Context: an optimization exercise on an open-source flow, tuned for small area, a short achievable clock period and few clock cycles. The choices shown serve that exercise and are no tape-out recipe.
In this exercise RTL edits were held to simulation tests only and were not proved equivalent to the original.

==> v34 <==
==> flow/design.v <==
module simproc_core (
    input  wire        clk,
    input  wire        rst,           
    input  wire        has_words,     
    output wire        mem_en,
    output wire        mem_we,
    output wire [14:0] mem_addr,
    output wire [15:0] mem_wdata,
    input  wire [15:0] mem_rdata,
    output reg         halted,
    output reg         faulted,
    output reg  [2:0]  fault_cause,
    output wire [15:0] fault_value,
    output reg  [15:0] pc,
    output reg  [11:0] cycle_count,
    output wire        warn_valid,
    output wire [1:0]  warn_kind,
    output wire [15:0] warn_value,
    input  wire [2:0]  dbg_sel,
    output wire [15:0] dbg_data
);
    localparam [11:0] CYCLE_LIMIT = 12'd3000;
    localparam [2:0] F_PC    = 3'd1;
    localparam [2:0] F_LOAD  = 3'd2;
    localparam [2:0] F_STORE = 3'd3;
    localparam [2:0] F_LIMIT = 3'd5;
    localparam [2:0] S_FETCH = 3'd0;    
    localparam [2:0] S_EXEC  = 3'd1;    
    localparam [2:0] S_LOAD  = 3'd2;    
    localparam [2:0] S_MUL   = 3'd3;
    localparam [2:0] S_DIV   = 3'd4;
    reg [2:0]  state;
    reg [15:0] regs [0:7];
    reg [15:0] opx, opy, opb;    
    reg [2:0]  wrd;
    reg        mlt;              
    reg [2:0]  dcnt;
    wire running = !halted && !faulted;
    wire ex      = running && state == S_EXEC;
    wire [15:0] w     = mem_rdata;
    wire        fmt_i = w[15];
    wire [5:0]  opr   = w[14:9];
    wire [1:0]  opi   = w[14:13];
    wire [15:0] imm16 = {6'd0, w[9:0]};
    wire is_add   = !fmt_i && opr == 6'd0;
    wire is_sub   = !fmt_i && opr == 6'd1;
    wire is_mul   = !fmt_i && opr == 6'd2;
    wire is_div   = !fmt_i && opr == 6'd3;
    wire is_ceq   = !fmt_i && opr == 6'd4;
    wire is_cne   = !fmt_i && opr == 6'd5;
    wire is_load  = !fmt_i && opr == 6'd15;
    wire is_store = !fmt_i && opr == 6'd16;
    wire is_sys   = !fmt_i && opr == 6'd63;
    wire is_jmp   =  fmt_i && opi == 2'd0;
    wire is_jcond =  fmt_i && opi == 2'd1;
    wire is_badi  =  fmt_i && opi == 2'd2;
    wire is_mov   =  fmt_i && opi == 2'd3;
    wire is_badr  = !fmt_i && !(is_add || is_sub || is_mul || is_div || is_ceq ||
                                is_cne || is_load || is_store || is_sys);
    wire [15:0] a = regs[w[5:3]];
    wire [2:0]  b_sel = running ? w[2:0] : dbg_sel;
    wire [15:0] b = regs[b_sel];
    assign dbg_data = b;
    wire [7:0] nz;
    genvar gi;
    generate
        for (gi = 0; gi < 8; gi = gi + 1) begin : g_nz
            assign nz[gi] = |regs[gi];
        end
    endgenerate
    wire taken  = is_jmp || (is_jcond && nz[w[12:10]]);
    wire ldst   = is_load || is_store;
    wire halt_i = is_sys && !nz[0];
    assign mem_en    = running;
    assign mem_we    = ex && is_store && !a[15];
    wire   near_ldst = !fmt_i && !opr[5] && (opr[4] || opr[3]);
    wire   sel_a     = ex && near_ldst;
    wire   sel_imm   = ex && fmt_i && !opi[1];
    assign mem_addr  = ({15{sel_a}} & a[14:0]) | ({15{sel_imm}} & {5'd0, w[9:0]}) |
                       ({15{!sel_a && !sel_imm}} & pc[14:0]);
    assign mem_wdata = b;
    assign warn_valid = ex && (is_badr || is_badi || (is_sys && nz[0]));
    assign warn_kind  = is_sys ? 2'd3 : fmt_i ? 2'd2 : 2'd1;
    assign warn_value = is_sys ? regs[0] : fmt_i ? 16'd2 : {10'd0, opr};
    assign fault_value = (fault_cause == F_LIMIT) ? {4'd0, CYCLE_LIMIT} :
                         (fault_cause == F_PC)    ? pc : opx;
    wire        subm   = w[9];                   
    wire [16:0] addsub = {1'b0, a} + {1'b0, subm ? ~b : b} + {16'd0, subm};
    wire        a_lt_b = a < b;
    wire        a_lt_2b = {1'b0, a} < {b, 1'b0};
    wire        eq     = a == b;
    wire        b_zero = !(|b);
    wire [15:0] ex_res = fmt_i  ? imm16 :
                         opr[2] ? {15'd0, eq ^ opr[0]} :
                         opr[1] ? {15'd0, opr[0] && div_one} : addsub[15:0];
    wire ex_wr  = is_add || is_sub || is_ceq || is_cne || is_mov || is_div;
    wire [2:0] ex_wa = fmt_i ? w[12:10] : w[8:6];
    wire div_quick = b_zero || a_lt_2b;
    wire div_one   = !b_zero && !a_lt_b;
    wire [15:0] mcand = mlt ? opb : opx;
    wire [15:0] mplr  = mlt ? opx : opb;
    wire [15:0] pp0 = mplr[0] ? mcand : 16'd0;
    wire [15:0] pp1 = mplr[1] ? {mcand[14:0], 1'b0} : 16'd0;
    wire [15:0] pp2 = mplr[2] ? {mcand[13:0], 2'd0} : 16'd0;
    wire [15:0] pp3 = mplr[3] ? {mcand[12:0], 3'd0} : 16'd0;
    wire [15:0] prod = opy + pp0 + pp1 + pp2 + pp3;
    wire        mul_last = !(|mplr[15:4]);
    wire [17:0] r4 = {opy, opx[15:14]};
    wire [18:0] t1 = {1'b0, r4} - {3'd0, opb};
    wire [18:0] t2 = {1'b0, r4} - {2'd0, opb, 1'b0};
    wire [18:0] t3 = {1'b0, r4} - {3'd0, opb} - {2'd0, opb, 1'b0};
    reg  [15:0] r2;
    reg  [1:0]  qd;
    always @(*) begin
        if (!t3[18])      begin r2 = t3[15:0]; qd = 2'd3; end
        else if (!t2[18]) begin r2 = t2[15:0]; qd = 2'd2; end
        else if (!t1[18]) begin r2 = t1[15:0]; qd = 2'd1; end
        else              begin r2 = r4[15:0]; qd = 2'd0; end
    end
    wire [15:0] q2 = {opx[13:0], qd};
    wire [15:0] pc_next = taken ? imm16 : pc;
    wire [15:0] pc_inc  = pc + 16'd1;
    wire [15:0] pc_cont = taken ? {5'd0, {1'b0, w[9:0]} + 11'd1} : pc_inc;
    wire        at_limit = cycle_count == CYCLE_LIMIT;
    wire fin_ld  = state == S_LOAD;
    wire fin_mul = state == S_MUL && mul_last;
    wire fin_div = state == S_DIV && dcnt == 3'd0;
    wire        rf_we = running && ((state == S_EXEC && ex_wr) || fin_ld || fin_mul || fin_div);
    wire [2:0]  rf_wa = (state == S_EXEC) ? ex_wa : wrd;
    wire [15:0] rf_wd = (state == S_EXEC) ? ex_res :
                        (state == S_LOAD) ? mem_rdata :
                        (state == S_MUL)  ? prod : q2;
    wire [15:0] rf_d  = rf_wd & {16{!rst}};
    genvar gr;
    generate
        for (gr = 0; gr < 8; gr = gr + 1) begin : g_rf
            always @(posedge clk)
                if (rst || (rf_we && rf_wa == gr))
                    regs[gr] <= rf_d;
        end
    endgenerate
    always @(posedge clk)
        opy <= (state == S_MUL) ? prod : (state == S_DIV) ? r2 : 16'd0;
    always @(posedge clk) begin
        if (rst) begin
            state       <= S_FETCH;
            pc          <= 16'd1;
            cycle_count <= 12'd0;
            halted      <= !has_words;
            faulted     <= 1'b0;
            fault_cause <= 3'd0;
        end else if (running) begin
            case (state)
                S_FETCH: begin
                    if (pc[15]) begin
                        faulted     <= 1'b1;
                        fault_cause <= F_PC;
                    end else begin
                        pc    <= pc + 16'd1;
                        state <= S_EXEC;
                    end
                end
                S_EXEC: begin
                    opx <= a;
                    opb <= b;
                    mlt <= a_lt_b;
                    wrd <= w[8:6];
                    dcnt <= 3'd7;
                    if (is_load && !a[15]) begin
                        state <= S_LOAD;
                    end else if (is_mul) begin
                        state <= S_MUL;
                    end else if (is_div && !div_quick) begin
                        state <= S_DIV;
                    end else begin
                        cycle_count <= cycle_count + 12'd1;
                        if (ldst && a[15]) begin
                            faulted     <= 1'b1;
                            fault_cause <= is_load ? F_LOAD : F_STORE;
                        end else if (halt_i) begin
                            halted <= 1'b1;
                        end else if (at_limit) begin
                            faulted     <= 1'b1;
                            fault_cause <= F_LIMIT;
                            pc          <= pc_next;
                        end else if (near_ldst || (is_jcond && !taken)) begin
                            state <= S_FETCH;
                        end else if (!taken && pc[15]) begin
                            faulted     <= 1'b1;
                            fault_cause <= F_PC;
                            pc          <= pc_next;
                        end else begin
                            pc <= pc_cont;
                        end
                    end
                end
                default: begin    
                    if (state == S_DIV) begin
                        opx  <= q2;
                        dcnt <= dcnt - 3'd1;
                    end
                    if (state == S_MUL) begin
                        opx <= {mcand[11:0], 4'd0};
                        opb <= {4'd0, mplr[15:4]};
                        mlt <= 1'b0;
                    end
                    if (fin_ld || fin_mul || fin_div) begin
                        cycle_count <= cycle_count + 12'd1;
                        if (at_limit) begin
                            faulted     <= 1'b1;
                            fault_cause <= F_LIMIT;
                        end else if (pc[15]) begin
                            faulted     <= 1'b1;
                            fault_cause <= F_PC;
                        end else begin
                            pc    <= pc + 16'd1;
                            state <= S_EXEC;
                        end
                    end
                end
            endcase
        end
    end
endmodule
==> flow/run.sh <==
#!/bin/bash
# synth_recipe.tcl (not shown) runs the flow's synth.tcl, then flattens the netlist and writes it again
# the make line also repeats each setting of config.mk as NAME=value (left out here)
make -C /OpenROAD-flow-scripts/flow DESIGN_CONFIG=/design/flow/config.mk WORK_HOME=/design/flow/orfs CLKGATE_MAP_FILE= SYNTH_SCRIPT=/design/flow/synth_recipe.tcl finish
==> flow/config.mk <==
export PLATFORM = sky130hd
export DESIGN_NAME = simproc_core
export DESIGN_NICKNAME = simproc_core
export VERILOG_FILES = /design/flow/design.v
export SDC_FILE = /design/flow/constraint.sdc
export NUM_CORES = 4
export LEC_CHECK = 0
export ABC_AREA = 1
export CAP_MARGIN = 20
export CORE_MARGIN = 2
export CORE_UTILIZATION = 40
export PLACE_DENSITY = 0.6
export SETUP_SLACK_MARGIN = 4
export SLEW_MARGIN = 20
==> flow/constraint.sdc <==
create_clock -name core_clock -period 10.0 [get_ports {clk}]
set_input_delay 2.0000 -clock core_clock [delete_from_list [all_inputs] [get_ports {clk}]]
set_output_delay 2.0000 -clock core_clock [all_outputs]
set_load 0.01 [all_outputs]
==> v23 (differences from v34) <==
--- a/flow/design.v
+++ b/flow/design.v
@@ -32,8 +32,7 @@
     reg [2:0]  state;
     reg [15:0] regs [0:7];
     reg [15:0] opx, opy, opb;    
-    reg [2:0]  wrd;
-    reg        mlt;              
+    reg [2:0]  wrd;              
     reg [2:0]  dcnt;
     wire running = !halted && !faulted;
     wire ex      = running && state == S_EXEC;
@@ -73,9 +72,8 @@
     wire halt_i = is_sys && !nz[0];
     assign mem_en    = running;
     assign mem_we    = ex && is_store && !a[15];
-    wire   near_ldst = !fmt_i && !opr[5] && (opr[4] || opr[3]);
-    wire   sel_a     = ex && near_ldst;
-    wire   sel_imm   = ex && fmt_i && !opi[1];
+    wire   sel_a     = ex && ldst;
+    wire   sel_imm   = ex && (is_jmp || is_jcond);
     assign mem_addr  = ({15{sel_a}} & a[14:0]) | ({15{sel_imm}} & {5'd0, w[9:0]}) |
                        ({15{!sel_a && !sel_imm}} & pc[14:0]);
     assign mem_wdata = b;
@@ -97,14 +95,13 @@
     wire [2:0] ex_wa = fmt_i ? w[12:10] : w[8:6];
     wire div_quick = b_zero || a_lt_2b;
     wire div_one   = !b_zero && !a_lt_b;
-    wire [15:0] mcand = mlt ? opb : opx;
-    wire [15:0] mplr  = mlt ? opx : opb;
-    wire [15:0] pp0 = mplr[0] ? mcand : 16'd0;
-    wire [15:0] pp1 = mplr[1] ? {mcand[14:0], 1'b0} : 16'd0;
-    wire [15:0] pp2 = mplr[2] ? {mcand[13:0], 2'd0} : 16'd0;
-    wire [15:0] pp3 = mplr[3] ? {mcand[12:0], 3'd0} : 16'd0;
+    wire swap = is_mul && a_lt_b;
+    wire [15:0] pp0 = opb[0] ? opx : 16'd0;
+    wire [15:0] pp1 = opb[1] ? {opx[14:0], 1'b0} : 16'd0;
+    wire [15:0] pp2 = opb[2] ? {opx[13:0], 2'd0} : 16'd0;
+    wire [15:0] pp3 = opb[3] ? {opx[12:0], 3'd0} : 16'd0;
     wire [15:0] prod = opy + pp0 + pp1 + pp2 + pp3;
-    wire        mul_last = !(|mplr[15:4]);
+    wire        mul_last = !(|opb[15:4]);
     wire [17:0] r4 = {opy, opx[15:14]};
     wire [18:0] t1 = {1'b0, r4} - {3'd0, opb};
     wire [18:0] t2 = {1'b0, r4} - {2'd0, opb, 1'b0};
@@ -161,9 +158,8 @@
                     end
                 end
                 S_EXEC: begin
-                    opx <= a;
-                    opb <= b;
-                    mlt <= a_lt_b;
+                    opx <= swap ? b : a;
+                    opb <= swap ? a : b;
                     wrd <= w[8:6];
                     dcnt <= 3'd7;
                     if (is_load && !a[15]) begin
@@ -183,7 +179,7 @@
                             faulted     <= 1'b1;
                             fault_cause <= F_LIMIT;
                             pc          <= pc_next;
-                        end else if (near_ldst || (is_jcond && !taken)) begin
+                        end else if (is_store || (is_jcond && !taken)) begin
                             state <= S_FETCH;
                         end else if (!taken && pc[15]) begin
                             faulted     <= 1'b1;
@@ -200,9 +196,8 @@
                         dcnt <= dcnt - 3'd1;
                     end
                     if (state == S_MUL) begin
-                        opx <= {mcand[11:0], 4'd0};
-                        opb <= {4'd0, mplr[15:4]};
-                        mlt <= 1'b0;
+                        opx <= {opx[11:0], 4'd0};
+                        opb <= {4'd0, opb[15:4]};
                     end
                     if (fin_ld || fin_mul || fin_div) begin
                         cycle_count <= cycle_count + 12'd1;
--- a/flow/config.mk
+++ b/flow/config.mk
@@ -5,7 +5,6 @@
 export SDC_FILE = /design/flow/constraint.sdc
 export NUM_CORES = 4
 export LEC_CHECK = 0
-export ABC_AREA = 1
 export CAP_MARGIN = 20
 export CORE_MARGIN = 2
 export CORE_UTILIZATION = 40
==> v18 (differences from v34) <==
--- a/flow/design.v
+++ b/flow/design.v
@@ -32,11 +32,11 @@
     reg [2:0]  state;
     reg [15:0] regs [0:7];
     reg [15:0] opx, opy, opb;    
-    reg [2:0]  wrd;
-    reg        mlt;              
+    reg [2:0]  wrd;              
     reg [2:0]  dcnt;
     wire running = !halted && !faulted;
     wire ex      = running && state == S_EXEC;
+    assign dbg_data = regs[dbg_sel];
     wire [15:0] w     = mem_rdata;
     wire        fmt_i = w[15];
     wire [5:0]  opr   = w[14:9];
@@ -58,9 +58,7 @@
     wire is_badr  = !fmt_i && !(is_add || is_sub || is_mul || is_div || is_ceq ||
                                 is_cne || is_load || is_store || is_sys);
     wire [15:0] a = regs[w[5:3]];
-    wire [2:0]  b_sel = running ? w[2:0] : dbg_sel;
-    wire [15:0] b = regs[b_sel];
-    assign dbg_data = b;
+    wire [15:0] b = regs[w[2:0]];
     wire [7:0] nz;
     genvar gi;
     generate
@@ -73,9 +71,8 @@
     wire halt_i = is_sys && !nz[0];
     assign mem_en    = running;
     assign mem_we    = ex && is_store && !a[15];
-    wire   near_ldst = !fmt_i && !opr[5] && (opr[4] || opr[3]);
-    wire   sel_a     = ex && near_ldst;
-    wire   sel_imm   = ex && fmt_i && !opi[1];
+    wire   sel_a     = ex && ldst;
+    wire   sel_imm   = ex && taken;
     assign mem_addr  = ({15{sel_a}} & a[14:0]) | ({15{sel_imm}} & {5'd0, w[9:0]}) |
                        ({15{!sel_a && !sel_imm}} & pc[14:0]);
     assign mem_wdata = b;
@@ -87,24 +84,21 @@
     wire        subm   = w[9];                   
     wire [16:0] addsub = {1'b0, a} + {1'b0, subm ? ~b : b} + {16'd0, subm};
     wire        a_lt_b = a < b;
-    wire        a_lt_2b = {1'b0, a} < {b, 1'b0};
     wire        eq     = a == b;
     wire        b_zero = !(|b);
     wire [15:0] ex_res = fmt_i  ? imm16 :
                          opr[2] ? {15'd0, eq ^ opr[0]} :
-                         opr[1] ? {15'd0, opr[0] && div_one} : addsub[15:0];
+                         opr[1] ? 16'd0 : addsub[15:0];
     wire ex_wr  = is_add || is_sub || is_ceq || is_cne || is_mov || is_div;
     wire [2:0] ex_wa = fmt_i ? w[12:10] : w[8:6];
-    wire div_quick = b_zero || a_lt_2b;
-    wire div_one   = !b_zero && !a_lt_b;
-    wire [15:0] mcand = mlt ? opb : opx;
-    wire [15:0] mplr  = mlt ? opx : opb;
-    wire [15:0] pp0 = mplr[0] ? mcand : 16'd0;
-    wire [15:0] pp1 = mplr[1] ? {mcand[14:0], 1'b0} : 16'd0;
-    wire [15:0] pp2 = mplr[2] ? {mcand[13:0], 2'd0} : 16'd0;
-    wire [15:0] pp3 = mplr[3] ? {mcand[12:0], 3'd0} : 16'd0;
+    wire div_quick = b_zero || a_lt_b;
+    wire swap = is_mul && a_lt_b;
+    wire [15:0] pp0 = opb[0] ? opx : 16'd0;
+    wire [15:0] pp1 = opb[1] ? {opx[14:0], 1'b0} : 16'd0;
+    wire [15:0] pp2 = opb[2] ? {opx[13:0], 2'd0} : 16'd0;
+    wire [15:0] pp3 = opb[3] ? {opx[12:0], 3'd0} : 16'd0;
     wire [15:0] prod = opy + pp0 + pp1 + pp2 + pp3;
-    wire        mul_last = !(|mplr[15:4]);
+    wire        mul_last = !(|opb[15:4]);
     wire [17:0] r4 = {opy, opx[15:14]};
     wire [18:0] t1 = {1'b0, r4} - {3'd0, opb};
     wire [18:0] t2 = {1'b0, r4} - {2'd0, opb, 1'b0};
@@ -122,25 +116,6 @@
     wire [15:0] pc_inc  = pc + 16'd1;
     wire [15:0] pc_cont = taken ? {5'd0, {1'b0, w[9:0]} + 11'd1} : pc_inc;
     wire        at_limit = cycle_count == CYCLE_LIMIT;
-    wire fin_ld  = state == S_LOAD;
-    wire fin_mul = state == S_MUL && mul_last;
-    wire fin_div = state == S_DIV && dcnt == 3'd0;
-    wire        rf_we = running && ((state == S_EXEC && ex_wr) || fin_ld || fin_mul || fin_div);
-    wire [2:0]  rf_wa = (state == S_EXEC) ? ex_wa : wrd;
-    wire [15:0] rf_wd = (state == S_EXEC) ? ex_res :
-                        (state == S_LOAD) ? mem_rdata :
-                        (state == S_MUL)  ? prod : q2;
-    wire [15:0] rf_d  = rf_wd & {16{!rst}};
-    genvar gr;
-    generate
-        for (gr = 0; gr < 8; gr = gr + 1) begin : g_rf
-            always @(posedge clk)
-                if (rst || (rf_we && rf_wa == gr))
-                    regs[gr] <= rf_d;
-        end
-    endgenerate
-    always @(posedge clk)
-        opy <= (state == S_MUL) ? prod : (state == S_DIV) ? r2 : 16'd0;
     always @(posedge clk) begin
         if (rst) begin
             state       <= S_FETCH;
@@ -149,6 +124,8 @@
             halted      <= !has_words;
             faulted     <= 1'b0;
             fault_cause <= 3'd0;
+            regs[0] <= 16'd0; regs[1] <= 16'd0; regs[2] <= 16'd0; regs[3] <= 16'd0;
+            regs[4] <= 16'd0; regs[5] <= 16'd0; regs[6] <= 16'd0; regs[7] <= 16'd0;
         end else if (running) begin
             case (state)
                 S_FETCH: begin
@@ -161,11 +138,13 @@
                     end
                 end
                 S_EXEC: begin
-                    opx <= a;
-                    opb <= b;
-                    mlt <= a_lt_b;
+                    opx <= swap ? b : a;
+                    opb <= swap ? a : b;
+                    opy <= 16'd0;
                     wrd <= w[8:6];
                     dcnt <= 3'd7;
+                    if (ex_wr)
+                        regs[ex_wa] <= ex_res;
                     if (is_load && !a[15]) begin
                         state <= S_LOAD;
                     end else if (is_mul) begin
@@ -183,7 +162,7 @@
                             faulted     <= 1'b1;
                             fault_cause <= F_LIMIT;
                             pc          <= pc_next;
-                        end else if (near_ldst || (is_jcond && !taken)) begin
+                        end else if (is_store) begin
                             state <= S_FETCH;
                         end else if (!taken && pc[15]) begin
                             faulted     <= 1'b1;
@@ -196,15 +175,19 @@
                 end
                 default: begin    
                     if (state == S_DIV) begin
+                        opy  <= r2;
                         opx  <= q2;
                         dcnt <= dcnt - 3'd1;
                     end
                     if (state == S_MUL) begin
-                        opx <= {mcand[11:0], 4'd0};
-                        opb <= {4'd0, mplr[15:4]};
-                        mlt <= 1'b0;
-                    end
-                    if (fin_ld || fin_mul || fin_div) begin
+                        opy <= prod;
+                        opx <= {opx[11:0], 4'd0};
+                        opb <= {4'd0, opb[15:4]};
+                    end
+                    if (state == S_LOAD || (state == S_MUL && mul_last) ||
+                        (state == S_DIV && dcnt == 3'd0)) begin
+                        regs[wrd] <= (state == S_LOAD) ? mem_rdata :
+                                     (state == S_MUL)  ? prod : q2;
                         cycle_count <= cycle_count + 12'd1;
                         if (at_limit) begin
                             faulted     <= 1'b1;
--- a/flow/config.mk
+++ b/flow/config.mk
@@ -5,10 +5,8 @@
 export SDC_FILE = /design/flow/constraint.sdc
 export NUM_CORES = 4
 export LEC_CHECK = 0
-export ABC_AREA = 1
 export CAP_MARGIN = 20
 export CORE_MARGIN = 2
 export CORE_UTILIZATION = 40
 export PLACE_DENSITY = 0.6
-export SETUP_SLACK_MARGIN = 4
 export SLEW_MARGIN = 20
==> reports/qor.csv <==
stage,metric,value,unit
sta,Max-slew headroom,0.243,
final_layout,final non-filler cell total,2970,
global_route,met1 usage,0.383,
floorplan,Row Count,83,
outcome,outcome,timing/DRC/antenna clean,
critical_path,Levels on crit path,11,
the above is filed under v18

==> reports/qor.csv <==
stage,metric,value,unit
outcome,outcome,timing/DRC/antenna clean,
floorplan,Row Count,81,
final_layout,final non-filler cell total,3652,
synthesis,Post-Synth Simple-Gate Area,0.247,
critical_path,Levels on crit path,14,
sta,Max-slew headroom,0.281,
the above is filed under v34

==> reports/qor.csv <==
stage,metric,value,unit
critical_path,Levels on crit path,10,
global_route,met1 usage,0.406,
placement,DP Worst Slack,1.53,ns
global_route,met3 GRT Util,0.0461,
outcome,outcome,timing/DRC/antenna clean,
final_layout,inverters,146,
synthesis,asr flop ratio synth,0,
sta,Max-slew headroom,0.215,
final_layout,final non-filler cell total,3065,
floorplan,Row Count,80,
the above is filed under v23

Testbench counts of v34, summed over its fixed seeds: cycles 245,060.
Testbench counts of v23, summed over its fixed seeds: cycles 245,060.
Testbench counts of v18, summed over its fixed seeds: cycles 251,335.

## what the ideal ports hide
The flow's constraints put no driver on any port. The routed layouts listed below were extracted and timed again, unchanged, in two steps. Step 1 (the two cells are an assumption about what drives the block):
set clk [get_ports {clk}]
set_driving_cell -lib_cell sky130_fd_sc_hd__clkbuf_16 $clk
set_driving_cell -lib_cell sky130_fd_sc_hd__buf_2 [delete_from_list [all_inputs] $clk]
Step 2, shift: input delay + t, output delay - t, t = (earliest + latest rising clock arrival at the registers) / 2. This alone moves slack from input paths to output paths. Slacks: no drivers / after step 1 / after step 2; pairs: no drivers / after step 1.
| run | t (ns) | setup WS [ns] | hold slack, ns |
|---|---|---|---|
| v34 | 0.629 | 3.991 / 3.934 / 3.577 | 0.488 / 0.488 / 0.488 |
| v23 | 0.642 | 3.971 / 3.895 / 3.428 | 0.500 / 0.500 / 0.500 |
| v18 | 0.629 | 1.465 / 1.443 / 1.443 | 0.534 / 0.534 / 0.534 |
After both steps every run listed still meets setup and hold. For v23, which loses most, drivers alone change the setup slack by -0.076 ns; drivers and shift together by -0.543 ns.
